From an optimization exercise on the open Yosys and OpenROAD flow, aimed at small area, a short achievable clock period and few clock cycles; shortcuts taken in it are not production practice.
At most, simulation tests tie the RTL to the original design; equivalence was not proved.
Function not checked in runs 1 and 5: the RTL went through the layout flow alone.

[design/flow/run.sh]
#!/bin/bash
# synth_recipe.tcl (not shown) runs the flow's synth.tcl, then flattens the netlist and writes it again
# the make line also repeats each setting of config.mk as NAME=value (left out here)
make -C /OpenROAD-flow-scripts/flow DESIGN_CONFIG=/design/flow/config.mk WORK_HOME=/design/flow/orfs CLKGATE_MAP_FILE= SYNTH_SCRIPT=/design/flow/synth_recipe.tcl finish
[design/flow/config.mk]
export PLATFORM = sky130hd
export DESIGN_NAME = epdq_dither
export DESIGN_NICKNAME = epdq_dither
export VERILOG_FILES = /design/flow/design.v
export SDC_FILE = /design/flow/constraint.sdc
export NUM_CORES = 4
export LEC_CHECK = 0
export ABC_AREA = 1
export CAP_MARGIN = 40
export CORE_MARGIN = 2
export CORE_UTILIZATION = 50
export PLACE_DENSITY = 0.6
export SLEW_MARGIN = 60
[design/flow/constraint.sdc]
create_clock -name core_clock -period 30.0 [get_ports {clk}]
set_input_delay 6.0000 -clock core_clock [delete_from_list [all_inputs] [get_ports {clk}]]
set_output_delay 6.0000 -clock core_clock [all_outputs]
set_load 0.01 [all_outputs]
[design/flow/design.v]
module epdq_dither #(
    parameter MAX_W = 12
) (
    input  wire        clk,
    input  wire        rst,
    input  wire        start,
    input  wire [1:0]  cfg_op,
    input  wire [2:0]  cfg_mode,
    input  wire [5:0]  cfg_width,
    input  wire [7:0]  cfg_thr_grey,
    input  wire [15:0] cfg_thr3,
    input  wire [15:0] cfg_thr4,
    input  wire [23:0] cfg_margin,
    input  wire [23:0] cfg_color_red,
    input  wire [23:0] cfg_color_yel,
    input  wire        in_valid,
    output reg         in_ready,
    input  wire [7:0]  in_r,
    input  wire [7:0]  in_g,
    input  wire [7:0]  in_b,
    output reg         out_valid,
    input  wire        out_ready,
    output reg  [1:0]  out_sym,
    output reg  [7:0]  out_luma,
    output reg  [23:0] out_q
);
    localparam OP_DGREY  = 2'd1;
    localparam OP_DCOLOR = 2'd2;
    localparam M_BINARY = 3'd0;
    localparam M_BWR    = 3'd1;
    localparam M_BWY    = 3'd2;
    localparam M_BWYR   = 3'd3;
    localparam M_GRAY4  = 3'd4;
    localparam NE = MAX_W - 2;       
    reg [1:0]  op_q;
    reg [2:0]  mode_q;
    reg [3:0]  w_q;
    reg [7:0]  tg_q, l_q, c_q, my_q, mrb_q, mrg_q;
    reg [23:0] col2_q, red_q;
    always @(posedge clk) begin
        op_q   <= cfg_op;
        mode_q <= cfg_mode;
        w_q    <= cfg_width[3:0];
        tg_q   <= cfg_thr_grey;
        l_q    <= (cfg_mode == M_BWYR) ? cfg_thr4[7:0]  : cfg_thr3[7:0];
        c_q    <= (cfg_mode == M_BWYR) ? cfg_thr4[15:8] : cfg_thr3[15:8];
        my_q   <= cfg_margin[7:0];
        mrb_q  <= cfg_margin[15:8];
        mrg_q  <= cfg_margin[23:16];
        col2_q <= (cfg_mode == M_BWR) ? cfg_color_red : cfg_color_yel;
        red_q  <= cfg_color_red;
    end
    wire dgrey = (op_q == OP_DGREY);
    wire dith  = (op_q == OP_DGREY) || (op_q == OP_DCOLOR);
    wire w1    = (w_q == 4'd1);
    wire smw   = (w_q[3:2] == 2'b00);    
    function [23:0] symcol;
        input [1:0]  s;
        input [23:0] c2, c3;
        begin
            case (s)
                2'd0: symcol = 24'h000000;
                2'd1: symcol = 24'hFFFFFF;
                2'd2: symcol = c2;
                default: symcol = c3;
            endcase
        end
    endfunction
    function gtm;
        input [7:0] a, b, m;
        reg [9:0] t;
        begin
            t = {2'b0, a} - {2'b0, b} - {2'b0, m} - 10'd1;
            gtm = ~t[9];
        end
    endfunction
    reg vl, v2, sv, bub;
    wire full = out_valid & sv;
    wire m2   = v2 & ~full & ~bub;       
    wire s2f  = smw ? ~v2 & ~bub : ~v2 | m2;
    wire ml   = vl & s2f;                
    wire fire = in_valid & in_ready;
    wire ld2  = dgrey ? ml : fire;       
    wire en2  = dgrey ? ml : in_ready;
    wire pop  = out_valid & out_ready;
    wire vl_n  = dgrey & (fire | (vl & ~ml));
    wire v2_n  = ld2 | (v2 & ~m2);
    wire ov_n  = (pop | ~out_valid) ? (sv | m2) : 1'b1;
    wire sv_n  = (pop | ~out_valid) ? (sv & m2) : (sv | m2);
    wire bub_n = m2 & smw;
    wire full_n = (out_valid & ~out_ready) ? (sv | m2) : (sv & m2);
    wire s2f_n  = smw ? ~v2_n & ~bub_n : ~(v2_n & full_n);
    wire rdy_n  = dgrey ? ~vl_n | s2f_n : s2f_n;
    always @(posedge clk) begin
        if (rst) begin
            vl        <= 1'b0;
            v2        <= 1'b0;
            out_valid <= 1'b0;
            sv        <= 1'b0;
            bub       <= 1'b0;
            in_ready  <= 1'b1;
        end else begin
            vl        <= vl_n;
            v2        <= v2_n;
            out_valid <= ov_n;
            sv        <= sv_n;
            bub       <= bub_n;
            in_ready  <= rdy_n;
        end
    end
    reg [3:0]  x;                
    reg        row0;             
    reg signed [7:0] h0, h1, h2;         
    reg signed [7:0] g0, g1, g2;         
    reg signed [7:0] a00, a01, a02;      
    reg signed [4:0] a10, a11, a12;      
    reg [NE-1:0] ptr;            
    wire rowend = (x == w_q - 4'd1);
    wire xp0    = (x == 4'd1) | w1;      
    wire [3:0] wrap_at = smw ? w_q - 4'd2 : w_q - 4'd3;
    wire [NE-1:0] ptr_n;
    genvar k;
    generate
        for (k = 0; k < NE; k = k + 1) begin : g_ptr
            if (k == 0) begin : g_p0
                assign ptr_n[k] = |(ptr & ({{(NE-1){1'b0}}, 1'b1} << wrap_at)) | (w_q[3:1] == 3'd0);
            end else begin : g_pk
                assign ptr_n[k] = ptr[k - 1] & (wrap_at != k - 1);
            end
        end
    endgenerate
    wire          fold = smw ? bub : m2;
    wire [NE-1:0] rptr = (m2 & ~smw) ? ptr_n : ptr;
    wire          rrow0 = row0 & ~(m2 & rowend);
    wire [26:0] ls_out;
    wire [26:0] ls_sel = (dith & ~rrow0) ? ls_out : 27'd0;
    wire signed [8:0] rr0 = w1 ? (dith ? {a00[7], a00} : 9'sd0) : $signed(ls_sel[8:0]);
    wire signed [8:0] rr1 = w1 ? (dith ? {a01[7], a01} : 9'sd0) : $signed(ls_sel[17:9]);
    wire signed [8:0] rr2 = w1 ? (dith ? {a02[7], a02} : 9'sd0) : $signed(ls_sel[26:18]);
    wire [9:0]  in_s  = {1'b0, in_g, 1'b0} + {2'b0, in_r} + {2'b0, in_b};
    reg  [7:0]  sl_l;
    always @(posedge clk)
        if (in_ready)
            sl_l <= in_s[9:2];
    wire [17:0] sl_lr = {10'd0, sl_l} * 18'd171 + {rr0[8], rr0, 8'd0};
    reg signed [9:0] p0, p1, p2;
    always @(posedge clk)
        if (en2) begin
            p0 <= dgrey ? $signed(sl_lr[17:8]) : $signed({2'b0, in_r}) + rr0;
            p1 <= $signed({2'b0, in_g}) + rr1;
            p2 <= $signed({2'b0, in_b}) + rr2;
        end
    function [7:0] carried;
        input signed [9:0] p;
        input signed [7:0] hg;
        reg signed [12:0] s;
        begin
            s  = $signed({p, 3'b0}) + $signed({{2{hg[7]}}, hg, 3'b0}) - $signed({{5{hg[7]}}, hg});
            if (s[12])
                carried = 8'd0;
            else if (s[11])
                carried = 8'd255;
            else
                carried = s[10:3];
        end
    endfunction
    wire [7:0] v0 = carried(p0, g0);
    wire [7:0] vg = carried(p1, g1);
    wire [7:0] vb = carried(p2, g2);
    wire [9:0]  gs   = {1'b0, vg, 1'b0} + {2'b0, v0} + {2'b0, vb};
    wire [7:0]  gr   = gs[9:2];
    wire [10:0] tgd  = ({3'b0, v0} - {1'b0, tg_q, 2'b0}) + ({2'b0, vg, 1'b0} + {3'b0, vb});
    wire [10:0] tld  = ({3'b0, vb} - {1'b0, l_q, 2'b0}) + ({3'b0, v0} + {2'b0, vg, 1'b0});
    wire       grey  = ~tgd[10];
    wire       lowl  = tld[10];
    wire       r_gt_b = v0 > vb;
    wire       g_gt_b = vg > vb;
    wire is_red3 = gtm(v0, vb, mrb_q) && gtm(v0, vg, mrg_q);
    wire is_yel  = gtm(v0, vb, my_q)  && gtm(vg, vb, my_q);
    wire dark3   = lowl && (v0 < c_q);
    wire dark4   = lowl || (v0 < c_q && vg < c_q);
    reg [1:0] msym;
    always @(*) begin
        case (mode_q)
            M_BINARY: msym = {1'b0, grey};
            M_BWR:    msym = !r_gt_b ? {1'b0, grey} : dark3 ? 2'd0 : is_red3 ? 2'd2 : 2'd1;
            M_BWY:    msym = !(r_gt_b && g_gt_b) ? {1'b0, grey} : dark3 ? 2'd0 : is_yel ? 2'd2 : 2'd1;
            M_BWYR:   msym = !r_gt_b ? {1'b0, grey} : dark4 ? 2'd0 : is_red3 ? 2'd3 :
                             is_yel ? 2'd2 : 2'd1;
            M_GRAY4:  msym = gr[7:6];
            default:  msym = 2'd0;
        endcase
    end
    wire [1:0]  rsym  = dgrey ? {1'b0, v0[7]} : msym;
    wire [7:0]  rluma = dgrey ? v0 : gr;
    function [7:0] hsel;
        input [7:0] v;
        input [7:0] c2, c3;
        input [1:0] s;
        reg [8:0] d1, d2, d3;
        begin
            d1 = {1'b0, v} + 9'd257;
            d2 = {1'b0, v} - {1'b0, c2};
            d3 = {1'b0, v} - {1'b0, c3};
            hsel = ({8{s == 2'd0}} & {1'b0, v[7:1]}) |
                   ({8{s == 2'd1}} & d1[8:1]) |
                   ({8{s == 2'd2}} & d2[8:1]) |
                   ({8{s == 2'd3}} & d3[8:1]);
        end
    endfunction
    wire [7:0] hn0 = hsel(v0, col2_q[23:16], red_q[23:16], rsym);
    wire [7:0] hn1 = hsel(vg, col2_q[15:8],  red_q[15:8],  rsym);
    wire [7:0] hn2 = hsel(vb, col2_q[7:0],   red_q[7:0],   rsym);
    function [8:0] acc3;
        input signed [7:0] a;
        input signed [7:0] h;
        reg signed [11:0] t;
        begin
            t = {a[7], a, 3'b0} + {{4{h[7]}}, h} + {{3{h[7]}}, h, 1'b0};
            acc3 = t[11:3];
        end
    endfunction
    function [8:0] acc5;
        input signed [4:0] b;
        input signed [7:0] h;
        reg signed [11:0] t;
        begin
            t = {{4{b[4]}}, b, 3'b0} + {{4{h[7]}}, h} + {{2{h[7]}}, h, 2'b0};
            acc5 = t[11:3];
        end
    endfunction
    wire signed [7:0] hf0 = xp0 ? 8'sd0 : h0;
    wire signed [7:0] hf1 = xp0 ? 8'sd0 : h1;
    wire signed [7:0] hf2 = xp0 ? 8'sd0 : h2;
    wire signed [8:0] push0 = acc3(a00, hf0);
    wire signed [8:0] push1 = acc3(a01, hf1);
    wire signed [8:0] push2 = acc3(a02, hf2);
    wire signed [8:0] na00  = acc5(xp0 ? 5'sd0 : a10, h0);
    wire signed [8:0] na01  = acc5(xp0 ? 5'sd0 : a11, h1);
    wire signed [8:0] na02  = acc5(xp0 ? 5'sd0 : a12, h2);
    wire [26:0] push = {push2, push1, push0};
    always @(posedge clk) begin
        if (start) begin
            x    <= 4'd0;
            row0 <= 1'b1;
            h0 <= 8'sd0; h1 <= 8'sd0; h2 <= 8'sd0;
            g0 <= 8'sd0; g1 <= 8'sd0; g2 <= 8'sd0;
            a00 <= 8'sd0; a01 <= 8'sd0; a02 <= 8'sd0;
            a10 <= 5'sd0; a11 <= 5'sd0; a12 <= 5'sd0;
            ptr <= {{(NE-1){1'b0}}, 1'b1};
        end else begin
            if (m2) begin
                x    <= rowend ? 4'd0 : x + 4'd1;
                if (rowend)
                    row0 <= 1'b0;
                h0 <= hn0; h1 <= hn1; h2 <= hn2;
                g0 <= (dith & ~rowend) ? hn0 : 8'sd0;
                g1 <= (dith & ~rowend) ? hn1 : 8'sd0;
                g2 <= (dith & ~rowend) ? hn2 : 8'sd0;
            end
            if (fold) begin
                a00 <= na00[7:0]; a01 <= na01[7:0]; a02 <= na02[7:0];
                a10 <= h0[7:3]; a11 <= h1[7:3]; a12 <= h2[7:3];
                ptr <= ptr_n;
            end
        end
    end
    wire [26:0] ls_terms [0:NE-1];
    generate
        for (k = 0; k < NE; k = k + 1) begin : g_ls
            reg [26:0] st;
            always @(posedge clk)
                if (fold & ptr[k])
                    st <= push;
            if (k == 0) begin : g_first
                assign ls_terms[k] = rptr[k] ? st : 27'd0;
            end else begin : g_next
                assign ls_terms[k] = ls_terms[k - 1] | (rptr[k] ? st : 27'd0);
            end
        end
    endgenerate
    assign ls_out = ls_terms[NE - 1];
    reg [1:0] sk_sym;
    reg [7:0] sk_luma;
    wire [1:0] q_sym = sv ? sk_sym : rsym;
    always @(posedge clk) begin
        if (pop | ~out_valid) begin
            out_sym  <= q_sym;
            out_luma <= sv ? sk_luma : rluma;
            out_q    <= symcol(q_sym, col2_q, red_q);
        end
        if (m2) begin
            sk_sym  <= rsym;
            sk_luma <= rluma;
        end
    end
endmodule
==> flow_metrics.py, run 1 <==
metrics = {
    "critical_path": {
        "path_cells": "clkdlybuf4s50_1 -> fa_1 -> ha_1 -> a21oi_1 -> o21ai_0 -> a21oi_1 -> inv_1 -> a21oi_1 -> nor2_1 -> o21ai_0 -> nand2_1 -> xor2_1",
        "worstSetupEndpointType": "flip-flop",
        "worstPathBufferInverterCount": 2,
        "rr_startpoint": "g1[6]$_SDFFE_PP0P_",
        "crit_family": "adder cells",
        "crit_end": "sl_l[6]$_DFFE_PP_",
        "path_class": "in -> reg",
        "cp-startpoint": "in_b[3]",
        "required_ns": 30.34,
        "rrSetupSlack_ns": 22.08,
        "reg2reg_to": "out_q[23]$_DFFE_PN_",
        "start_kind": "primary input",
        "cpMaxStageDelayCell": "clkdlybuf4s50_1",
        "r2r_cells": 38,
        "crit_path_frequent_cell": "a21oi_1",
        "crit_path_max_fanout": 4,
        "max_stage_delay_ns": 0.78,
        "cp.depth": 12,
        "cp.arrival_ns": 8.90,
    },
    "synth": {
        "syn_area_um2": 34860,
        "syn-num-nets": 4369,
        "avgSynthCellArea_um2": 9.183,
        "ys_seq_area_frac": 0.4255,
        "synth_edf_count": 352,
        "synth-main-ff-cell": "edfxtp_1",
        "async_flop_share": 0,
        "yosysUniqueCellTypes": 61,
        "postSynthRegisterBits": 565,
        "ys_warn_count": 1,
        "syn_inst": 3796,
    },
    "route": {
        "wl_per_cell_um": 18.87,
        "drt-total-wl_mm": 93.65,
        "drc": 0,
        "firstDrtPassIters": 5,
        "num_vias": 26450,
        "ant_nets": 0,
        "drt_iter0_markers": 2030,
        "vias_per_cell": 5.329,
    },
    "cts": {
        "cts_buffers": 66,
        "ctsResizeCount": 0,
        "root_buffer": "clkbuf_16",
        "cts.sinks": 565,
        "post_cts_buffers": 0,
        "clk_transition_reported_paths_ns": 0.06,
        "htree_levels": 3,
        "ctsLongestPathBuffers": 3,
        "hold_buffers": 0,
        "cts_tree": "built",
        "clk_latency_ns": 0.60,
    },
    "floorplan": {
        "dieArea_um2": 71850,
        "initial_core_util": 0.5065,
        "die_w_um": 268.0,
        "fp-row-count": 96,
        "io_pins": 188,
        "core_um2": 68830,
        "die_h_um": 268.0,
    },
    "layout": {
        "mostFrequentLayoutCells": "nand2_1, inv_1, edfxtp_1, ha_1, a21oi_1",
        "nets": 4557,
        "final_common_cell": "nand2_1",
        "final_layout_size_suffix_gt1_frac": 0.08085,
        "fillers": 6095,
        "antenna_cells": 0,
        "synthToLayoutAreaGrowth_pct": 15.30,
        "final_cells": 4963,
    },
    "worst_hold_path": {
        "hp-class": "reg -> reg",
        "hold_start": "row0$_SDFFE_PP1P_",
    },
    "sta": {
        "max_freq_ghz": 0.1168,
        "setup_tns_ns": 0,
        "worst_hold_slack_ns": 0.4468,
        "setup_viol_count_final": 0,
        "fin_crit_ns": 8.560,
        "rsz0062_at_grt": "false",
        "maxSlewViolCount": 0,
        "relSlewSlack": 0.5708,
        "worstMarginPinSlew_ns": 0.6431,
        "worst_slack_ns": 21.44,
        "finClkSkew_ns": 0.02451,
        "hold_viol": 0,
        "period_share": 0.2853,
    },
    "grt": {
        "gr-usage-all-layers": 0.2631,
        "grt_max_degree": 68,
        "grt_first_pass_wirelength_mm": 144.1,
        "grt_pass1_vias": 25460,
        "antenna_found_initial": 1,
        "grt_remaining_overflow": 0,
    },
    "placement": {
        "placedCellCount": 4847,
        "dp_slack_ns": 20.89,
        "hpwl_mm": 67.41,
        "port_buffers": 185,
        "routabilityCongestion": 0.9025,
    },
    "outcome": {
        "status": "finished clean",
    },
    "run": {
        "maxCapViolations": 0,
    },
}
-- worst min path at each step --
| stage | endpoint | slack [ns] | cells past startpoint |
|---|---|---|---|
| 3_5_place_dp | row0$_SDFFE_PP1P_ | 0.43 | 2 |
| 4_1_cts | row0$_SDFFE_PP1P_ | 0.45 | 2 |
| 5_1_grt | row0$_SDFFE_PP1P_ | 0.49 | 2 |
| 2_1_floorplan | row0$_SDFFE_PP1P_ | 0.41 | 2 |
| 3_3_place_gp | row0$_SDFFE_PP1P_ | 0.43 | 2 |
| 6_report | row0$_SDFFE_PP1P_ | 0.45 | 2 |
-- tightest hold or removal path, stage by stage (launching register included) --
cell and delay (ns):
dfxtp_1 0.31, nand2_1 0.06, nand2_1 0.05
-- cells by family after synthesis --
group / Yosys count / synth area share
and+or+nand+nor: 1197 / 0.1505
buffers and inverters: 746 / 0.08428
AOI/OAI and AO/OA: 649 / 0.1049
DFF: 565 / 0.4255
adders and majority gates: 421 / 0.1772
xor gates and xnor gates: 178 / 0.04472
muxes: 40 / 0.01292
-- cell usage after synthesis, types with 3 or more instances --
master	n	area, um^2
o21ai_1	46	230.2
nand4_2	3	37.54
ha_1	300	3754
nor2_1	171	641.9
o21bai_1	18	135.1
buf_2	26	130.1
edfxtp_1	352	10570
inv_1	613	2301
a31o_2	3	26.28
nand2_2	16	100.1
nand3b_1	3	22.52
xor2_1	117	1025
or2_2	8	50.05
a22o_1	13	113.9
nand2_1	692	2597
inv_2	26	97.59
a211oi_1	10	75.07
and3_1	3	18.77
nand2_4	8	90.09
clkbuf_1	59	221.5
o31ai_1	3	22.52
a21o_1	17	127.6
nor2_2	4	25.02
fa_1	121	2422
o21ai_0	182	910.9
nand3_2	14	140.1
a21oi_1	283	1416
mux2_2	40	450.4
a221oi_1	22	192.7
dfxtp_1	213	4264
buf_1	9	33.78
nor3_1	19	95.09
a31oi_1	14	87.58
o211ai_1	21	157.7
buf_8	3	45.04
buf_6	5	56.30
nand4_1	83	519.3
xnor2_1	61	534.3
nand3_1	163	815.8
-- layout make-up --
cell class / count / area, um^2 / share of cell area
Timing Repair Buffer: 225 / 2166 / 0.05389
Clock inverter: 34 / 394.1 / 0.009806
Inverter: 641 / 2409 / 0.05993
Tap cell: 931 / 1165 / 0.02898
Sequential cell: 565 / 14840 / 0.3691
Clock buffer: 82 / 1824 / 0.04539
Multi-Input combinational cell: 2485 / 17400 / 0.4329
-- per-stage QoR --
step                utilization  cell area, um^2
floorplan                     -            34860
global placement         0.5469            37640
detailed placement       0.5510            37920
CTS                      0.5832            40140
global route             0.5840            40190
finish                   0.5840            40190
-- flip-flops by register name (all words and copies together), names as in the netlist, 10 cells and up --
signal	cells
out_q	24
red_q	24
col2_q	24
p2	10
ptr	10
g_ls.st	270
p1	10
p0	10
-- metal layers --
metal | track usage | vias to the layer above | routed length, um
li1 | - | 13010 | -
met3 | 0.04261 | 122 | 5895
met4 | 0.06236 | 0 | 1921
met2 | 0.4177 | 697 | 42310
met5 | 0 | - | 0
met1 | 0.3777 | 12620 | 43520
==> run 2, diff against run 1 <==
--- a/design/flow/design.v
+++ b/design/flow/design.v
@@ -31,7 +31,7 @@
     localparam M_BWY    = 3'd2;
     localparam M_BWYR   = 3'd3;
     localparam M_GRAY4  = 3'd4;
-    localparam NE = MAX_W - 2;       
+    localparam NE = MAX_W - 3;       
     reg [1:0]  op_q;
     reg [2:0]  mode_q;
     reg [3:0]  w_q;
@@ -66,33 +66,56 @@
             endcase
         end
     endfunction
+    function neg3;
+        input [10:0] x, y, z;
+        input ci;
+        reg [10:0] s, c, t;
+        begin
+            s = x ^ y ^ z;
+            c = {(x[9:0] & y[9:0]) | (x[9:0] & z[9:0]) | (y[9:0] & z[9:0]), ci};
+            t = s + c;
+            neg3 = t[10];
+        end
+    endfunction
     function gtm;
         input [7:0] a, b, m;
-        reg [9:0] t;
         begin
-            t = {2'b0, a} - {2'b0, b} - {2'b0, m} - 10'd1;
-            gtm = ~t[9];
+            gtm = ~neg3({3'b0, a}, ~{3'b0, b}, ~{3'b0, m}, 1'b1);
+        end
+    endfunction
+    function ltl;
+        input [7:0] r, g, b, t;
+        reg [10:0] x, y, z, s, c;
+        begin
+            x = {3'b0, r};
+            y = {2'b0, g, 1'b0};
+            z = {3'b0, b};
+            s = x ^ y ^ z;
+            c = {(x[9:0] & y[9:0]) | (x[9:0] & z[9:0]) | (y[9:0] & z[9:0]), 1'b0};
+            ltl = neg3(s, c, ~{1'b0, t, 2'b0}, 1'b1);
         end
     endfunction
-    reg vl, v2, sv, bub;
+    reg v1, vl, v2, sv, bub;
     wire full = out_valid & sv;
     wire m2   = v2 & ~full & ~bub;       
     wire s2f  = smw ? ~v2 & ~bub : ~v2 | m2;
     wire ml   = vl & s2f;                
+    wire m1   = v1 & (dgrey ? ~vl | ml : s2f);   
+    wire ld2  = dgrey ? ml : m1;         
     wire fire = in_valid & in_ready;
-    wire ld2  = dgrey ? ml : fire;       
-    wire en2  = dgrey ? ml : in_ready;
     wire pop  = out_valid & out_ready;
-    wire vl_n  = dgrey & (fire | (vl & ~ml));
+    wire v1_n  = fire | (v1 & ~m1);
+    wire vl_n  = dgrey & (m1 | (vl & ~ml));
     wire v2_n  = ld2 | (v2 & ~m2);
     wire ov_n  = (pop | ~out_valid) ? (sv | m2) : 1'b1;
     wire sv_n  = (pop | ~out_valid) ? (sv & m2) : (sv | m2);
     wire bub_n = m2 & smw;
-    wire full_n = (out_valid & ~out_ready) ? (sv | m2) : (sv & m2);
-    wire s2f_n  = smw ? ~v2_n & ~bub_n : ~(v2_n & full_n);
-    wire rdy_n  = dgrey ? ~vl_n | s2f_n : s2f_n;
+    wire m2_nn = v2_n & ~(ov_n & sv_n) & ~bub_n;
+    wire s2f_n = smw ? ~v2_n & ~bub_n : ~v2_n | m2_nn;
+    wire rdy_n = ~v1_n | (dgrey ? ~vl_n | s2f_n : s2f_n);
     always @(posedge clk) begin
         if (rst) begin
+            v1        <= 1'b0;
             vl        <= 1'b0;
             v2        <= 1'b0;
             out_valid <= 1'b0;
@@ -100,6 +123,7 @@
             bub       <= 1'b0;
             in_ready  <= 1'b1;
         end else begin
+            v1        <= v1_n;
             vl        <= vl_n;
             v2        <= v2_n;
             out_valid <= ov_n;
@@ -108,6 +132,11 @@
             in_ready  <= rdy_n;
         end
     end
+    wire s1_en = ~v1 | m1;
+    reg [23:0] s1_px;
+    always @(posedge clk)
+        if (s1_en)
+            s1_px <= {in_r, in_g, in_b};
     reg [3:0]  x;                
     reg        row0;             
     reg signed [7:0] h0, h1, h2;         
@@ -117,7 +146,7 @@
     reg [NE-1:0] ptr;            
     wire rowend = (x == w_q - 4'd1);
     wire xp0    = (x == 4'd1) | w1;      
-    wire [3:0] wrap_at = smw ? w_q - 4'd2 : w_q - 4'd3;
+    wire [3:0] wrap_at = smw ? w_q - 4'd2 : w_q - 4'd4;
     wire [NE-1:0] ptr_n;
     genvar k;
     generate
@@ -130,26 +159,39 @@
         end
     endgenerate
     wire          fold = smw ? bub : m2;
-    wire [NE-1:0] rptr = (m2 & ~smw) ? ptr_n : ptr;
     wire          rrow0 = row0 & ~(m2 & rowend);
+    wire          prel  = m2 & ~smw & ~ld2;
+    reg           pre;
     wire [26:0] ls_out;
     wire [26:0] ls_sel = (dith & ~rrow0) ? ls_out : 27'd0;
     wire signed [8:0] rr0 = w1 ? (dith ? {a00[7], a00} : 9'sd0) : $signed(ls_sel[8:0]);
     wire signed [8:0] rr1 = w1 ? (dith ? {a01[7], a01} : 9'sd0) : $signed(ls_sel[17:9]);
     wire signed [8:0] rr2 = w1 ? (dith ? {a02[7], a02} : 9'sd0) : $signed(ls_sel[26:18]);
-    wire [9:0]  in_s  = {1'b0, in_g, 1'b0} + {2'b0, in_r} + {2'b0, in_b};
+    reg  signed [9:0] p0, p1, p2;
+    wire signed [9:0] ra0 = pre ? p0 : {rr0[8], rr0};
+    wire signed [9:0] ra1 = pre ? p1 : {rr1[8], rr1};
+    wire signed [9:0] ra2 = pre ? p2 : {rr2[8], rr2};
+    wire [9:0]  s1_s  = {1'b0, s1_px[15:8], 1'b0} + {2'b0, s1_px[23:16]} + {2'b0, s1_px[7:0]};
     reg  [7:0]  sl_l;
     always @(posedge clk)
-        if (in_ready)
-            sl_l <= in_s[9:2];
-    wire [17:0] sl_lr = {10'd0, sl_l} * 18'd171 + {rr0[8], rr0, 8'd0};
-    reg signed [9:0] p0, p1, p2;
-    always @(posedge clk)
-        if (en2) begin
-            p0 <= dgrey ? $signed(sl_lr[17:8]) : $signed({2'b0, in_r}) + rr0;
-            p1 <= $signed({2'b0, in_g}) + rr1;
-            p2 <= $signed({2'b0, in_b}) + rr2;
-        end
+        if (m1)
+            sl_l <= s1_s[9:2];
+    wire [17:0] sl_lr = {10'd0, sl_l} * 18'd171 + {ra0, 8'd0};
+    always @(posedge clk) begin
+        if (ld2) begin
+            p0 <= dgrey ? $signed(sl_lr[17:8]) : $signed({2'b0, s1_px[23:16]}) + ra0;
+            p1 <= $signed({2'b0, s1_px[15:8]}) + ra1;
+            p2 <= $signed({2'b0, s1_px[7:0]}) + ra2;
+        end else if (prel) begin
+            p0 <= rr0;
+            p1 <= rr1;
+            p2 <= rr2;
+        end
+        if (start | ld2)
+            pre <= 1'b0;
+        else if (prel)
+            pre <= 1'b1;
+    end
     function [7:0] carried;
         input signed [9:0] p;
         input signed [7:0] hg;
@@ -169,10 +211,8 @@
     wire [7:0] vb = carried(p2, g2);
     wire [9:0]  gs   = {1'b0, vg, 1'b0} + {2'b0, v0} + {2'b0, vb};
     wire [7:0]  gr   = gs[9:2];
-    wire [10:0] tgd  = ({3'b0, v0} - {1'b0, tg_q, 2'b0}) + ({2'b0, vg, 1'b0} + {3'b0, vb});
-    wire [10:0] tld  = ({3'b0, vb} - {1'b0, l_q, 2'b0}) + ({3'b0, v0} + {2'b0, vg, 1'b0});
-    wire       grey  = ~tgd[10];
-    wire       lowl  = tld[10];
+    wire       grey  = ~ltl(v0, vg, vb, tg_q);
+    wire       lowl  = ltl(v0, vg, vb, l_q);
     wire       r_gt_b = v0 > vb;
     wire       g_gt_b = vg > vb;
     wire is_red3 = gtm(v0, vb, mrb_q) && gtm(v0, vg, mrg_q);
@@ -273,9 +313,9 @@
                 if (fold & ptr[k])
                     st <= push;
             if (k == 0) begin : g_first
-                assign ls_terms[k] = rptr[k] ? st : 27'd0;
+                assign ls_terms[k] = ptr[k] ? st : 27'd0;
             end else begin : g_next
-                assign ls_terms[k] = ls_terms[k - 1] | (rptr[k] ? st : 27'd0);
+                assign ls_terms[k] = ls_terms[k - 1] | (ptr[k] ? st : 27'd0);
             end
         end
     endgenerate
==> design/flow/flow/run.sh (new file) <==
#!/bin/bash
# The standard layout, with every port buffered by a buf_2 cell instead of
# the default port buffer. The make output goes to standard.log, each tool's
# own log to orfs/logs/.
set -euo pipefail
export BUFFER_PORTS_ARGS="-buffer_cell sky130_fd_sc_hd__buf_2"
bash standard.sh > standard.log 2>&1
==> design/flow/standard.sh (new file) <==
#!/bin/bash
# synth_recipe.tcl (not shown) runs the flow's synth.tcl, then flattens the netlist and writes it again
# the make line also repeats each setting of config.mk as NAME=value (left out here)
make -C /OpenROAD-flow-scripts/flow DESIGN_CONFIG=/design/flow/config.mk WORK_HOME=/design/flow/orfs CLKGATE_MAP_FILE= SYNTH_SCRIPT=/design/flow/synth_recipe.tcl "${@:-finish}"
removed: design/flow/run.sh
==> flow_metrics.py, run 2 <==
metrics = {
    "placement": {
        "dpl_cell_area_um2": 36750,
        "placedCellCount": 4726,
        "hpwl_mm": 65.76,
        "routabilityCongestion": 0.9497,
        "port_buffers": 185,
        "dp_slack_ns": 22.40,
    },
    "critical_path": {
        "required_ns": 30.37,
        "max_stage_delay_ns": 0.69,
        "r2r_cells": 29,
        "worstSetupEndpointType": "flip-flop",
        "start_kind": "flip-flop",
        "cpMaxStageDelayCell": "fa_1",
        "crit_path_frequent_cell": "nand2_1",
        "cp.arrival_ns": 7.97,
        "crit_path_max_fanout": 44,
        "path_class": "reg -> reg",
    },
    "layout": {
        "final_util": 0.5675,
        "synthToLayoutAreaGrowth_pct": 12.36,
        "fin_area_um2": 38920,
        "fillers": 6122,
        "mostFrequentLayoutCells": "nand2_1, inv_1, edfxtp_1, ha_1, a21oi_1",
        "multiInputGateArea_um2": 17430,
        "ff_latch_area_um2": 14770,
        "final_common_cell": "nand2_1",
        "largest_reg_flops": 243,
        "top_register": "g_ls.st",
        "final_layout_size_suffix_gt1_frac": 0.1225,
        "final_cells": 4842,
        "nets": 4447,
    },
    "floorplan": {
        "core_um2": 68590,
        "io_pins": 188,
        "dieArea_um2": 71400,
        "initial_core_util": 0.5050,
        "die_w_um": 267.2,
        "fp-row-count": 96,
        "die_h_um": 267.2,
    },
    "synth": {
        "syn-num-nets": 4272,
        "syn_area_um2": 34640,
        "ys_seq_area_frac": 0.4262,
        "avgSynthCellArea_um2": 9.402,
        "ys_warn_count": 1,
        "syn_inst": 3684,
        "synth_edf_count": 349,
        "synth_common_cells": "nand2_1, inv_1, edfxtp_1, ha_1, a21oi_1",
        "synth-main-ff-cell": "edfxtp_1",
        "postSynthRegisterBits": 563,
        "yosysUniqueCellTypes": 58,
        "async_flop_share": 0,
        "synth_most_common_cell": "nand2_1",
        "synth.area.top_cells": "edfxtp_1, dfxtp_1, ha_1, fa_1, nand2_1",
        "netlist.top_cell.by_area": "edfxtp_1",
        "yosysTopAreaCellShare": 0.3026,
    },
    "cts": {
        "ctsResizeCount": 0,
        "ctsLongestPathBuffers": 3,
        "hold_buffers": 0,
        "cts_tree": "built",
        "htree_levels": 2,
        "clk_latency_ns": 0.68,
        "cts_buffers": 61,
        "cts.sinks": 563,
        "post_cts_buffers": 0,
        "clk_transition_reported_paths_ns": 0.07,
        "root_buffer": "clkbuf_16",
    },
    "grt": {
        "grt_max_degree": 64,
        "grt_first_pass_wirelength_mm": 140.3,
        "grt_remaining_overflow": 0,
        "gr-usage-all-layers": 0.2573,
        "grt_pass1_vias": 24770,
        "antenna_found_initial": 0,
    },
    "sta": {
        "fin_crit_ns": 7.595,
        "setup_viol_count_final": 0,
        "worstMarginPinSlew_ns": 0.6681,
        "rsz0062_at_grt": "false",
        "hold_viol": 0,
        "maxSlewViolCount": 0,
        "max_freq_ghz": 0.1317,
        "worst_slack_ns": 22.40,
        "finClkSkew_ns": 0.03837,
        "period_share": 0.2532,
        "setup_tns_ns": 0,
        "relSlewSlack": 0.5499,
    },
    "run": {
        "maxCapViolations": 0,
    },
    "route": {
        "drt-total-wl_mm": 90.91,
        "vias_per_cell": 5.330,
        "drc": 0,
        "num_vias": 25810,
        "drt_iter0_markers": 2170,
        "ant_nets": 0,
        "firstDrtPassIters": 6,
        "wl_per_cell_um": 18.77,
    },
    "outcome": {
        "status": "finished clean",
    },
    "worst_hold_path": {
        "hold-path-cell-count": 2,
        "hp-class": "reg -> reg",
    },
}
run 2: per-stage QoR:
stage	hold slack [ns]
after detailed placement	0.4317
after global placement	0.4285
final	0.4503
after floorplan	0.4145
after CTS	0.4495
after global routing	0.4711
run 2: cells by family after synthesis:
kind of cell | share of synthesized area
buffers and inverters | 0.08250
xor gates and xnor gates | 0.03544
AOI/OAI and AO/OA | 0.1085
muxes | 0.01300
and+or+nand+nor | 0.1443
adders and majority gates | 0.1900
DFF | 0.4262
run 2: final timing paths:
path,from,to,slack [ns]
worst max-delay path,g0[3]$_SDFFE_PP0P_,out_q[23]$_DFFE_PN_,22.40
worst min-delay path,row0$_SDFFE_PP1P_,row0$_SDFFE_PP1P_,0.45
worst max register to register,g0[3]$_SDFFE_PP0P_,out_q[23]$_DFFE_PN_,22.40
worst min register to register,row0$_SDFFE_PP1P_,row0$_SDFFE_PP1P_,0.45
run 2: worst max-delay path, delay by kind of cell, from the launching register on:
kind / cells / cell delay, ns
buf+inv: 4 / 0.26
fa+ha+maj: 5 / 2.32
simple gates: 11 / 2.04
flops: 1 / 0.40
compound gates: 9 / 2.26
run 2: area by class of cell:
class                      instances  share of cell area
tap                              931             0.02993
inverter                         584             0.05639
clock buffer                      69             0.04079
sequential                       563              0.3794
antenna                            1          0.00006429
multi-input combinational       2418              0.4477
clock inverter                    45             0.01308
timing repair buffer             231             0.03260
run 2: layer usage:
layer,vias to the layer above,global-route usage,part of all wire
met5,-,0,0
met4,0,0.06165,0.021
met3,104,0.05462,0.073
met2,670,0.4117,0.46
met1,12300,0.3576,0.45
li1,12730,-,-
Testbench counts of run 2, summed over its fixed seeds: cycles 13,078.
==> run 3, diff against run 2 <==
--- a/design/flow/config.mk
+++ b/design/flow/config.mk
@@ -9,5 +9,7 @@
 export CAP_MARGIN = 40
 export CORE_MARGIN = 2
 export CORE_UTILIZATION = 50
+export CTS_CLUSTER_DIAMETER = 80
+export CTS_CLUSTER_SIZE = 30
 export PLACE_DENSITY = 0.6
 export SLEW_MARGIN = 60
==> flow_metrics.py, run 3 <==
metrics = {
    "critical_path": {
        "max_stage_delay_ns": 0.55,
        "rrSetupSlack_ns": 22.41,
        "cpMaxStageDelayCell": "fa_1",
        "worstSetupEndpointType": "flip-flop",
        "reg2reg_to": "out_q[23]$_DFFE_PN_",
        "cp-startpoint": "g2[6]$_SDFFE_PP0P_",
        "rr_startpoint": "g2[6]$_SDFFE_PP0P_",
        "start_kind": "flip-flop",
        "required_ns": 30.33,
        "r2r_cells": 31,
        "crit_family": "simple AND/OR/NAND/NOR gates",
        "cp.arrival_ns": 7.92,
        "path_class": "reg -> reg",
        "cp.depth": 31,
        "worstPathBufferInverterCount": 3,
        "crit_path_frequent_cell": "nand2_1",
        "crit_path_max_fanout": 44,
    },
    "run": {
        "maxCapViolations": 0,
    },
    "grt": {
        "grt_remaining_overflow": 0,
        "gr-usage-all-layers": 0.2549,
        "antenna_found_initial": 0,
        "grt_pass1_vias": 24360,
        "grt_first_pass_wirelength_mm": 138.9,
        "grt_max_degree": 64,
    },
    "cts": {
        "post_cts_buffers": 0,
        "ctsResizeCount": 0,
        "clk_transition_reported_paths_ns": 0.11,
        "cts.sinks": 563,
        "hold_buffers": 0,
        "cts_buffers": 35,
        "cts_tree": "built",
        "ctsLongestPathBuffers": 3,
        "clk_latency_ns": 0.61,
        "htree_levels": 2,
        "root_buffer": "clkbuf_16",
    },
    "worst_hold_path": {
        "hold_start": "a12[4]$_SDFFE_PP0P_",
        "hold-path-cell-count": 2,
        "hp-class": "reg -> reg",
        "whs_endpoint": "a12[4]$_SDFFE_PP0P_",
    },
    "outcome": {
        "status": "finished clean",
    },
    "layout": {
        "final_common_cell": "nand2_1",
        "final_util": 0.5564,
        "nets": 4421,
        "synthToLayoutAreaGrowth_pct": 10.18,
        "fin_area_um2": 38160,
        "largest_reg_flops": 243,
        "top_register": "g_ls.st",
        "mostFrequentLayoutCells": "nand2_1, inv_1, edfxtp_1, ha_1, a21oi_1",
        "antenna_cells": 0,
        "final_layout_size_suffix_gt1_frac": 0.1138,
    },
    "route": {
        "drt_iter0_markers": 2003,
        "drc": 0,
        "vias_per_cell": 5.344,
        "firstDrtPassIters": 5,
        "num_vias": 25590,
        "wl_per_cell_um": 18.84,
        "drt-total-wl_mm": 90.23,
        "ant_nets": 0,
    },
    "synth": {
        "yosysUniqueCellTypes": 58,
        "netlist.top_cell.by_area": "edfxtp_1",
        "postSynthRegisterBits": 563,
        "ys_seq_area_frac": 0.4262,
        "yosysTopAreaCellShare": 0.3026,
        "synth.area.top_cells": "edfxtp_1, dfxtp_1, ha_1, fa_1, nand2_1",
        "synth_common_cells": "nand2_1, inv_1, edfxtp_1, ha_1, a21oi_1",
        "syn-num-nets": 4272,
        "ys_warn_count": 1,
        "synth_edf_count": 349,
        "syn_inst": 3684,
        "avgSynthCellArea_um2": 9.402,
        "async_flop_share": 0,
        "synth-main-ff-cell": "edfxtp_1",
        "syn_area_um2": 34640,
        "synth_most_common_cell": "nand2_1",
    },
    "sta": {
        "relSlewSlack": 0.5803,
        "rsz0062_at_grt": "false",
        "worstMarginPinSlew_ns": 0.6230,
        "maxSlewViolCount": 0,
        "period_share": 0.2529,
        "fin_crit_ns": 7.588,
        "max_freq_ghz": 0.1318,
        "setup_viol_count_final": 0,
        "finClkSkew_ns": 0.03601,
        "hold_viol": 0,
        "setup_tns_ns": 0,
    },
    "placement": {
        "hpwl_mm": 65.76,
        "dpl_cell_area_um2": 36750,
        "routabilityCongestion": 0.9497,
        "port_buffers": 185,
    },
    "floorplan": {
        "io_pins": 188,
        "core_um2": 68590,
        "initial_core_util": 0.5050,
        "fp-row-count": 96,
        "dieArea_um2": 71400,
        "die_w_um": 267.2,
        "die_h_um": 267.2,
    },
}
-- run 3: cell counts after synthesis --
No cell type changed its count.
-- run 3: how the worst max path moves through the flow --
stage                     endpoint  slack (ns)
2_1_floorplan  in_ready$_SDFF_PP1_       22.67
3_3_place_gp   out_q[23]$_DFFE_PN_       22.42
3_5_place_dp   out_q[23]$_DFFE_PN_       22.40
4_1_cts        out_q[23]$_DFFE_PN_       22.36
5_1_grt        out_q[23]$_DFFE_PN_       21.89
6_report       out_q[23]$_DFFE_PN_       22.41
-- run 3: worst reg2reg max path, delay by kind of cell (launching register included) --
family / cells / cell delay (ns)
adder cells (fa/ha/maj): 5 / 2.25
AO/OA/AOI/OAI: 7 / 1.55
buffers and inverters: 3 / 0.19
flip-flops: 1 / 0.44
XOR/XNOR: 1 / 0.43
AND/OR/NAND/NOR: 15 / 2.49
-- run 3: logic make-up after synthesis --
family                   share of synthesized area
multiplexers                               0.01300
buffers and inverters                      0.08250
AND/OR/NAND/NOR                             0.1443
flip-flops                                  0.4262
adder cells (fa/ha/maj)                     0.1900
XOR/XNOR                                   0.03544
AO/OA/AOI/OAI                               0.1085
-- run 3: metrics by stage --
step	setup slack (ns)	hold WS (ns)	std cells
global route	21.89	0.4776	4789
finish	22.41	0.4573	4789
CTS	22.36	0.4556	4788
floorplan	22.67	0.4145	3684
detailed placement	22.40	0.4317	4726
global placement	22.42	0.4285	4721
-- run 3: cell type report --
cell class              count  area, um^2
well taps                 931        1165
flip-flops and latches    563       14770
clock inverters            24       402.9
repair buffers            231        1269
clock buffers              38       939.7
fillers                  6195       30420
inverters                 584        2195
multi-input cells        2418       17430
-- run 3: per-layer routing --
metal / routed length [um] / up-vias / track usage
li1: - / 12640 / -
met1: 41030 / 12240 / 0.3567
met2: 41480 / 618 / 0.4107
met3: 5970 / 91 / 0.05020
met4: 1647 / 2 / 0.05329
met5: 106 / - / 0.01109
==> run 4, diff against run 3 <==
--- a/design/flow/config.mk
+++ b/design/flow/config.mk
@@ -8,8 +8,8 @@
 export ABC_AREA = 1
 export CAP_MARGIN = 40
 export CORE_MARGIN = 2
-export CORE_UTILIZATION = 50
+export CORE_UTILIZATION = 62
 export CTS_CLUSTER_DIAMETER = 80
 export CTS_CLUSTER_SIZE = 30
-export PLACE_DENSITY = 0.6
+export PLACE_DENSITY = 0.72
 export SLEW_MARGIN = 60
==> flow_metrics.py, run 4 <==
metrics = {
    "worst_hold_path": {
        "hold_start": "row0$_SDFFE_PP1P_",
        "hold-path-cell-count": 2,
        "whs_endpoint": "row0$_SDFFE_PP1P_",
        "hp-class": "reg -> reg",
    },
    "floorplan": {
        "die_h_um": 240.4,
        "dieArea_um2": 57780,
        "io_pins": 188,
        "die_w_um": 240.4,
        "core_um2": 55200,
        "fp-row-count": 86,
        "initial_core_util": 0.6275,
    },
    "critical_path": {
        "reg2reg_to": "g1[7]$_SDFFE_PP0P_",
        "crit_path_frequent_cell": "nand2_1",
        "crit_family": "simple AND/OR/NAND/NOR gates",
        "cp.arrival_ns": 8.33,
        "rrSetupSlack_ns": 22.22,
        "path_class": "reg -> reg",
        "rr_startpoint": "g2[3]$_SDFFE_PP0P_",
        "max_stage_delay_ns": 0.57,
        "cpMaxStageDelayCell": "fa_1",
        "start_kind": "flip-flop",
        "r2r_cells": 35,
        "required_ns": 30.55,
        "crit_path_max_fanout": 50,
        "worstPathBufferInverterCount": 4,
        "worstSetupEndpointType": "flip-flop",
    },
    "placement": {
        "dp_slack_ns": 22.48,
        "routabilityCongestion": 0.9712,
        "port_buffers": 185,
        "hpwl_mm": 67.74,
    },
    "cts": {
        "cts.sinks": 563,
        "root_buffer": "clkbuf_16",
        "htree_levels": 1,
        "cts_buffers": 31,
        "clk_latency_ns": 0.66,
        "post_cts_buffers": 0,
        "ctsResizeCount": 0,
        "cts_tree": "built",
        "hold_buffers": 0,
        "ctsLongestPathBuffers": 3,
        "clk_transition_reported_paths_ns": 0.11,
    },
    "synth": {
        "yosysUniqueCellTypes": 58,
        "ys_seq_area_frac": 0.4262,
        "synth_edf_count": 349,
        "syn_area_um2": 34640,
        "netlist.top_cell.by_area": "edfxtp_1",
        "async_flop_share": 0,
        "yosysTopAreaCellShare": 0.3026,
        "synth_most_common_cell": "nand2_1",
        "synth-main-ff-cell": "edfxtp_1",
        "postSynthRegisterBits": 563,
        "synth.area.top_cells": "edfxtp_1, dfxtp_1, ha_1, fa_1, nand2_1",
        "syn_inst": 3684,
        "syn-num-nets": 4272,
        "avgSynthCellArea_um2": 9.402,
        "ys_warn_count": 1,
        "synth_common_cells": "nand2_1, inv_1, edfxtp_1, ha_1, a21oi_1",
    },
    "grt": {
        "grt_first_pass_wirelength_mm": 141.0,
        "gr-usage-all-layers": 0.3154,
        "use_met3": 0.05522,
        "antenna_found_initial": 0,
        "grtUsageMet1": 0.4435,
        "grt_max_degree": 65,
        "grt_busiest_layer": "met2",
        "use_met2": 0.5087,
        "grt_remaining_overflow": 0,
        "grt_pass1_vias": 26190,
    },
    "layout": {
        "multiInputGateArea_um2": 17400,
        "final_common_cell": "nand2_1",
        "synthToLayoutAreaGrowth_pct": 9.013,
        "fillers": 4371,
        "top_register": "g_ls.st",
        "final_layout_size_suffix_gt1_frac": 0.1107,
        "antenna_cells": 0,
        "final_util": 0.6841,
        "ff_latch_area_um2": 14760,
        "mostFrequentLayoutCells": "nand2_1, inv_1, edfxtp_1, ha_1, a21oi_1",
        "nets": 4411,
        "largest_reg_flops": 243,
    },
    "route": {
        "vias_per_cell": 5.814,
        "ant_nets": 0,
        "drt-total-wl_mm": 90.17,
        "num_vias": 26720,
        "wl_per_cell_um": 19.62,
        "drc": 0,
        "firstDrtPassIters": 7,
        "drt_iter0_markers": 2278,
    },
    "sta": {
        "hold_viol": 0,
        "worst_slack_ns": 22.22,
        "period_share": 0.2594,
        "maxSlewViolCount": 0,
        "relSlewSlack": 0.5583,
        "worst_hold_slack_ns": 0.4532,
        "worstMarginPinSlew_ns": 0.6586,
        "setup_tns_ns": 0,
        "rsz0062_at_grt": "false",
        "fin_crit_ns": 7.781,
        "finClkSkew_ns": 0.04680,
        "max_freq_ghz": 0.1285,
        "setup_viol_count_final": 0,
    },
    "run": {
        "maxCapViolations": 0,
    },
    "outcome": {
        "status": "finished clean",
    },
}
## run 4: cell counts after synthesis
No cell type changed its count.
## run 4: area by class of cell
cell class                 count  area share
multi-input combinational   2418      0.4607
sequential                   563      0.3910
inverter                     584     0.05822
timing repair buffer         225     0.03390
tap                          748     0.02479
clock buffer                  37     0.02170
clock inverter                21    0.009676
## run 4: worst max path at each step
| stage | from | endpoint | slack, ns | cells past startpoint |
|---|---|---|---|---|
| final | g2[3]$_SDFFE_PP0P_ | g1[7]$_SDFFE_PP0P_ | 22.22 | 35 |
| after global routing | g2[6]$_SDFFE_PP0P_ | g1[7]$_SDFFE_PP0P_ | 21.69 | 33 |
| after floorplan | out_ready | in_ready$_SDFF_PP1_ | 22.67 | 8 |
| after CTS | g2[3]$_SDFFE_PP0P_ | g0[7]$_SDFFE_PP0P_ | 22.39 | 35 |
| after global placement | start | x[1]$_SDFFE_PP0P_ | 22.03 | 5 |
| after detailed placement | g2[6]$_SDFFE_PP0P_ | g0[7]$_SDFFE_PP0P_ | 22.48 | 35 |
## run 4: layer usage
layer,part of all wire,vias up
met1,0.43,12920
li1,-,12620
met5,0,-
met2,0.46,1036
met3,0.087,151
met4,0.027,0
## run 4: tightest hold or removal path, stage by stage (launching register included)
cell	delay [ns]
dfxtp_1	0.32
nand2_1	0.06
nand2_1	0.05
## run 4: kinds of logic after synthesis
family,synth area share
compound gates,0.1085
mux,0.01300
simple gates,0.1443
xor+xnor,0.03544
flops,0.4262
fa+ha+maj,0.1900
buf+inv,0.08250
## run 4: stage by stage
step,cell area [um^2],instances
after floorplan,34640,3684
after global placement,36140,4533
after detailed placement,36460,4538
after CTS,37640,4596
after global routing,37760,4596
final,37760,4596
==> run 5, diff against run 4 <==
--- a/design/flow/design.v
+++ b/design/flow/design.v
@@ -322,12 +322,13 @@
     assign ls_out = ls_terms[NE - 1];
     reg [1:0] sk_sym;
     reg [7:0] sk_luma;
-    wire [1:0] q_sym = sv ? sk_sym : rsym;
+    wire [23:0] sk_q = symcol(sk_sym, col2_q, red_q);
+    wire [23:0] r_q  = symcol(rsym, col2_q, red_q);
     always @(posedge clk) begin
         if (pop | ~out_valid) begin
-            out_sym  <= q_sym;
+            out_sym  <= sv ? sk_sym : rsym;
             out_luma <= sv ? sk_luma : rluma;
-            out_q    <= symcol(q_sym, col2_q, red_q);
+            out_q    <= sv ? sk_q : r_q;
         end
         if (m2) begin
             sk_sym  <= rsym;
--- a/design/flow/config.mk
+++ b/design/flow/config.mk
@@ -8,8 +8,8 @@
 export ABC_AREA = 1
 export CAP_MARGIN = 40
 export CORE_MARGIN = 2
-export CORE_UTILIZATION = 62
+export CORE_UTILIZATION = 50
 export CTS_CLUSTER_DIAMETER = 80
 export CTS_CLUSTER_SIZE = 30
-export PLACE_DENSITY = 0.72
+export PLACE_DENSITY = 0.6
 export SLEW_MARGIN = 60
==> flow_metrics.py, run 5 <==
metrics = {
    "layout": {
        "fin_area_um2": 38420,
        "synthToLayoutAreaGrowth_pct": 10.22,
        "nets": 4473,
        "final_util": 0.5582,
        "top_register": "g_ls.st",
        "largest_reg_flops": 243,
        "final_layout_size_suffix_gt1_frac": 0.1168,
        "mostFrequentLayoutCells": "nand2_1, inv_1, edfxtp_1, ha_1, a21oi_1",
        "fillers": 6291,
        "final_cells": 4842,
        "antenna_cells": 0,
        "final_common_cell": "nand2_1",
    },
    "synth": {
        "synth.area.top_cells": "edfxtp_1, dfxtp_1, ha_1, fa_1, nand2_1",
        "yosysUniqueCellTypes": 63,
        "async_flop_share": 0,
        "syn_area_um2": 34860,
        "netlist.top_cell.by_area": "edfxtp_1",
        "synth_common_cells": "nand2_1, inv_1, edfxtp_1, ha_1, a21oi_1",
        "yosysTopAreaCellShare": 0.3006,
        "ys_seq_area_frac": 0.4235,
        "postSynthRegisterBits": 563,
        "syn-num-nets": 4335,
        "synth_edf_count": 349,
        "ys_warn_count": 1,
        "synth_most_common_cell": "nand2_1",
        "syn_inst": 3747,
        "synth-main-ff-cell": "edfxtp_1",
        "avgSynthCellArea_um2": 9.303,
    },
    "critical_path": {
        "required_ns": 30.33,
        "cpMaxStageDelayCell": "nor3b_1",
        "max_stage_delay_ns": 0.55,
        "start_kind": "flip-flop",
        "crit_path_max_fanout": 51,
        "worstSetupEndpointType": "flip-flop",
        "cp.arrival_ns": 7.82,
        "path_class": "reg -> reg",
    },
    "placement": {
        "port_buffers": 185,
        "placedCellCount": 4778,
        "dp_slack_ns": 22.52,
        "dpl_cell_area_um2": 37050,
        "hpwl_mm": 66.70,
        "routabilityCongestion": 0.9276,
    },
    "floorplan": {
        "core_um2": 68830,
        "fp-row-count": 96,
        "die_w_um": 268.0,
        "initial_core_util": 0.5065,
        "die_h_um": 268.0,
        "dieArea_um2": 71850,
        "io_pins": 188,
    },
    "cts": {
        "ctsResizeCount": 0,
        "ctsLongestPathBuffers": 3,
        "clk_latency_ns": 0.60,
        "htree_levels": 2,
        "post_cts_buffers": 0,
        "hold_buffers": 0,
        "cts_tree": "built",
        "root_buffer": "clkbuf_16",
        "cts_buffers": 36,
        "cts.sinks": 563,
        "clk_transition_reported_paths_ns": 0.09,
    },
    "sta": {
        "worstMarginPinSlew_ns": 0.6678,
        "setup_viol_count_final": 0,
        "max_freq_ghz": 0.1336,
        "maxSlewViolCount": 0,
        "rsz0062_at_grt": "false",
        "period_share": 0.2495,
        "fin_crit_ns": 7.486,
        "setup_tns_ns": 0,
        "relSlewSlack": 0.5538,
        "finClkSkew_ns": 0.04158,
        "hold_viol": 0,
        "worst_slack_ns": 22.51,
    },
    "route": {
        "drc": 0,
        "ant_nets": 0,
        "num_vias": 26000,
        "vias_per_cell": 5.369,
        "drt_iter0_markers": 2118,
        "drt-total-wl_mm": 89.71,
        "wl_per_cell_um": 18.53,
        "firstDrtPassIters": 6,
    },
    "worst_hold_path": {
        "hp-class": "reg -> reg",
    },
    "grt": {
        "grt_remaining_overflow": 0,
        "antenna_found_initial": 0,
        "gr-usage-all-layers": 0.2544,
        "grt_max_degree": 68,
        "grt_pass1_vias": 24940,
        "grt_first_pass_wirelength_mm": 140.7,
    },
    "outcome": {
        "status": "finished clean",
    },
    "run": {
        "maxCapViolations": 0,
    },
}
## run 5: changes by cell type after synthesis, sizes merged, moves of 5 or more
| cell | before | now |
|---|---|---|
| a21boi | 0 | 5 |
| o22ai | 4 | 9 |
| buf | 29 | 42 |
| clkbuf | 88 | 82 |
| a21o | 17 | 12 |
| nand3 | 184 | 176 |
| inv | 582 | 576 |
| a21oi | 254 | 259 |
| o21ai | 185 | 231 |
| nand2 | 710 | 730 |
| nor2 | 168 | 151 |
## run 5: cell families after synthesis
logic type      count (synthesis)  synth area share
simple gates                 1172            0.1445
mux                            40           0.01292
buf+inv                       706           0.07911
xor+xnor                      139           0.03514
flops                         563            0.4235
compound gates                691            0.1160
fa+ha+maj                     436            0.1888
## run 5: cell type report
class                   instances  area (um^2)  area share
inverters                     582         2192     0.05706
multi-input cells            2478        17730      0.4615
flip-flops and latches        563        14770      0.3845
clock inverters                21        369.1    0.009607
well taps                     931         1165     0.03032
clock buffers                  43        958.4     0.02495
repair buffers                224         1232     0.03208
## run 5: path summary, 6_finish.rpt
path                 startpoint                 end  slack, ns  cells past startpoint
max          g0[3]$_SDFFE_PP0P_  out_q[5]$_DFFE_PN_      22.51                     32
min           row0$_SDFFE_PP1P_   row0$_SDFFE_PP1P_       0.45                      2
max reg2reg  g0[3]$_SDFFE_PP0P_  out_q[5]$_DFFE_PN_      22.51                     32
min reg2reg   row0$_SDFFE_PP1P_   row0$_SDFFE_PP1P_       0.45                      2
## run 5: metal layers
layer | vias to the layer above | routed length, um | track usage
met5 | - | 0 | 0
met4 | 0 | 1647 | 0.05587
met3 | 93 | 5542 | 0.03720
met2 | 603 | 40640 | 0.4046
met1 | 12450 | 41870 | 0.3690
li1 | 12850 | - | -
## run 5: metrics by stage
| step | hold WS (ns) |
|---|---|
| floorplan | 0.4145 |
| global placement | 0.4248 |
| detailed placement | 0.4331 |
| CTS | 0.4544 |
| global route | 0.4873 |
| finish | 0.4486 |
## run 5: critical path: cells and delay by family, from the launching register on
family          cells  cell delay, ns
fa+ha+maj           5            2.24
simple gates       13            2.11
compound gates      7            1.19
buf+inv             7            1.19
flops               1            0.41
==> run 6, diff against run 5 <==
--- a/design/flow/design.v
+++ b/design/flow/design.v
@@ -322,13 +322,12 @@
     assign ls_out = ls_terms[NE - 1];
     reg [1:0] sk_sym;
     reg [7:0] sk_luma;
-    wire [23:0] sk_q = symcol(sk_sym, col2_q, red_q);
-    wire [23:0] r_q  = symcol(rsym, col2_q, red_q);
+    wire [1:0] q_sym = sv ? sk_sym : rsym;
     always @(posedge clk) begin
         if (pop | ~out_valid) begin
-            out_sym  <= sv ? sk_sym : rsym;
+            out_sym  <= q_sym;
             out_luma <= sv ? sk_luma : rluma;
-            out_q    <= sv ? sk_q : r_q;
+            out_q    <= symcol(q_sym, col2_q, red_q);
         end
         if (m2) begin
             sk_sym  <= rsym;
==> design/flow/flow/run.sh (replaced) <==
#!/bin/bash
# The standard layout, with every port buffered by a buf_1 cell instead of
# the default port buffer. The make output goes to standard.log, each tool's
# own log to orfs/logs/.
set -euo pipefail
export BUFFER_PORTS_ARGS="-buffer_cell sky130_fd_sc_hd__buf_1"
bash standard.sh > standard.log 2>&1
==> flow_metrics.py, run 6 <==
metrics = {
    "floorplan": {
        "die_w_um": 267.2,
        "io_pins": 188,
        "fp-row-count": 96,
        "initial_core_util": 0.5050,
        "core_um2": 68590,
        "dieArea_um2": 71400,
        "die_h_um": 267.2,
    },
    "critical_path": {
        "r2r_cells": 33,
        "rr_startpoint": "g2[6]$_SDFFE_PP0P_",
        "crit_path_frequent_cell": "nand2_1",
        "path_class": "reg -> reg",
        "crit_end": "out_q[23]$_DFFE_PN_",
        "cp.depth": 33,
        "rrSetupSlack_ns": 22.31,
        "cp-startpoint": "g2[6]$_SDFFE_PP0P_",
        "worstSetupEndpointType": "flip-flop",
        "required_ns": 30.33,
        "max_stage_delay_ns": 0.56,
        "crit_family": "simple AND/OR/NAND/NOR gates",
        "cp.arrival_ns": 8.03,
        "reg2reg_to": "out_q[23]$_DFFE_PN_",
        "start_kind": "flip-flop",
        "crit_path_max_fanout": 44,
        "cpMaxStageDelayCell": "fa_1",
        "worstPathBufferInverterCount": 4,
    },
    "placement": {
        "routabilityCongestion": 0.9423,
        "port_buffers": 185,
        "hpwl_mm": 65.56,
    },
    "worst_hold_path": {
        "hp-class": "reg -> reg",
        "hold-path-cell-count": 2,
    },
    "grt": {
        "antenna_found_initial": 0,
        "use_met3": 0.03742,
        "gr-usage-all-layers": 0.2532,
        "grt_pass1_vias": 24450,
        "grt_first_pass_wirelength_mm": 138.9,
        "grtUsageMet1": 0.3627,
        "grt_busiest_layer": "met2",
        "grt_max_degree": 64,
        "grt_remaining_overflow": 0,
        "use_met2": 0.4111,
    },
    "layout": {
        "mostFrequentLayoutCells": "nand2_1, inv_1, edfxtp_1, ha_1, a21oi_1",
        "fillers": 6291,
        "largest_reg_flops": 243,
        "final_layout_size_suffix_gt1_frac": 0.06331,
        "nets": 4418,
        "final_common_cell": "nand2_1",
        "antenna_cells": 0,
        "synthToLayoutAreaGrowth_pct": 9.063,
        "top_register": "g_ls.st",
    },
    "sta": {
        "rsz0062_at_grt": "false",
        "maxSlewViolCount": 0,
        "finClkSkew_ns": 0.03407,
        "period_share": 0.2565,
        "setup_tns_ns": 0,
        "fin_crit_ns": 7.694,
        "relSlewSlack": 0.5773,
        "hold_viol": 0,
        "max_freq_ghz": 0.1300,
        "setup_viol_count_final": 0,
        "worst_hold_slack_ns": 0.4544,
        "worstMarginPinSlew_ns": 0.6333,
    },
    "cts": {
        "post_cts_buffers": 0,
        "clk_latency_ns": 0.61,
        "cts_tree": "built",
        "htree_levels": 2,
        "root_buffer": "clkbuf_16",
        "hold_buffers": 0,
        "ctsResizeCount": 0,
        "cts.sinks": 563,
        "cts_buffers": 34,
        "clk_transition_reported_paths_ns": 0.09,
        "ctsLongestPathBuffers": 3,
    },
    "route": {
        "firstDrtPassIters": 5,
        "drt_iter0_markers": 1992,
        "drc": 0,
        "wl_per_cell_um": 18.64,
        "vias_per_cell": 5.380,
        "drt-total-wl_mm": 89.21,
        "num_vias": 25740,
        "ant_nets": 0,
    },
    "synth": {
        "yosysUniqueCellTypes": 58,
        "synth.area.top_cells": "edfxtp_1, dfxtp_1, ha_1, fa_1, nand2_1",
        "yosysTopAreaCellShare": 0.3026,
        "syn-num-nets": 4272,
        "syn_area_um2": 34640,
        "synth_common_cells": "nand2_1, inv_1, edfxtp_1, ha_1, a21oi_1",
        "avgSynthCellArea_um2": 9.402,
        "netlist.top_cell.by_area": "edfxtp_1",
        "synth_edf_count": 349,
        "synth_most_common_cell": "nand2_1",
        "postSynthRegisterBits": 563,
        "syn_inst": 3684,
        "ys_warn_count": 1,
        "synth-main-ff-cell": "edfxtp_1",
        "ys_seq_area_frac": 0.4262,
        "async_flop_share": 0,
    },
    "outcome": {
        "status": "finished clean",
    },
    "run": {
        "maxCapViolations": 0,
    },
}
==> run 6: changes by cell type in the layout (fill, tap and decap cells not counted), moves of 8 or more <==
cell / delta
buf_1: +188
buf_2: -185
inv_1: +23
inv_2: -15
nand2_1: -19
nand3_1: +8
nor2_1: +19
o21ai_0: -46
==> run 6: per-stage QoR <==
step / util / instances / setup slack (ns) / instance area [um^2]
after detailed placement: 0.5320 / 4725 / 22.42 / 36490
after CTS: 0.5498 / 4785 / 22.38 / 37710
after global placement: 0.5272 / 4719 / 22.48 / 36160
after floorplan: - / 3684 / 22.67 / 34640
after global routing: 0.5508 / 4785 / 21.70 / 37780
final: 0.5508 / 4785 / 22.31 / 37780
==> run 6: worst register-to-register path, delay by kind of cell, from the launching register on <==
kind / cells / cell delay [ns]
AND/OR/NAND/NOR: 17 / 2.68
flip-flops: 1 / 0.43
adder cells (fa/ha/maj): 5 / 2.28
AO/OA/AOI/OAI: 6 / 1.36
buffers and inverters: 4 / 0.26
XOR/XNOR: 1 / 0.44
==> run 6: how the worst min path moves through the flow <==
| stage | startpoint | endpoint | slack, ns |
|---|---|---|---|
| detailed placement | row0$_SDFFE_PP1P_ | row0$_SDFFE_PP1P_ | 0.43 |
| finish | a12[4]$_SDFFE_PP0P_ | a12[4]$_SDFFE_PP0P_ | 0.45 |
| global placement | row0$_SDFFE_PP1P_ | row0$_SDFFE_PP1P_ | 0.43 |
| floorplan | row0$_SDFFE_PP1P_ | row0$_SDFFE_PP1P_ | 0.41 |
| global route | g2[5]$_SDFFE_PP0P_ | g2[5]$_SDFFE_PP0P_ | 0.48 |
| CTS | row0$_SDFFE_PP1P_ | row0$_SDFFE_PP1P_ | 0.46 |
==> run 6: cell type report <==
| type | count | area, um^2 | share of cell area |
|---|---|---|---|
| multi-input combinational | 2418 | 17400 | 0.4605 |
| inverter | 584 | 2195 | 0.05809 |
| sequential | 563 | 14770 | 0.3911 |
| clock buffer | 35 | 854.6 | 0.02262 |
| clock inverter | 25 | 371.6 | 0.009837 |
| tap | 931 | 1165 | 0.03084 |
| timing repair buffer | 229 | 1022 | 0.02706 |
==> run 6: metal layers <==
layer	part of all wire	routed length, um	up-vias
met5	0	0	-
met4	0.016	1467	0
met3	0.068	6040	79
met2	0.46	41280	656
met1	0.45	40430	12370
li1	-	-	12640
==> run 6: cells by family after synthesis <==
kind of cell    after synthesis  synth area share
simple gates               1170            0.1443
buf+inv                     703           0.08250
compound gates              634            0.1085
flops                       563            0.4262
fa+ha+maj                   436            0.1900
xor+xnor                    138           0.03544
mux                          40           0.01300
Testbench counts of run 6, summed over its fixed seeds: cycles 13,078.

-- afterwards: timing with drivers on the ports --
In the flow no input, the clock included, has a driving cell. The finished layouts below were timed again as built, in two steps. Step 1 sets driving cells, clkbuf_16 on the clock port and buf_2 on the other inputs (assumed; they add their load-dependent delay and slew). Step 2 also shifts input and output timing later by t, the mid clock arrival at the registers, as if the neighbouring blocks saw the same clock. Slacks: no drivers / after step 1 / after step 2; pairs: no drivers / after step 1.
| run | t, ns | setup WS [ns] | worst setup path after step 2 | slew at the worst register clock pin (ns) |
|---|---|---|---|---|
| run 1 | 0.659 | 21.441 / 21.483 / 20.824 | input to register | 0.06 / 0.06 |
| run 2 | 0.724 | 22.405 / 22.405 / 22.405 | register to register | 0.07 / 0.07 |
| run 3 | 0.662 | 22.412 / 22.412 / 22.412 | register to register | 0.11 / 0.11 |
| run 4 | 0.698 | 22.219 / 22.219 / 22.219 | register to register | 0.11 / 0.11 |
| run 5 | 0.643 | 22.514 / 22.514 / 22.514 | register to register | 0.11 / 0.11 |
| run 6 | 0.662 | 22.306 / 22.306 / 22.306 | register to register | 0.11 / 0.11 |
After both steps setup and hold are still met in every run listed. The setup slack of run 1, which loses most, moves by +0.042 ns with the drivers and by -0.617 ns with both steps.
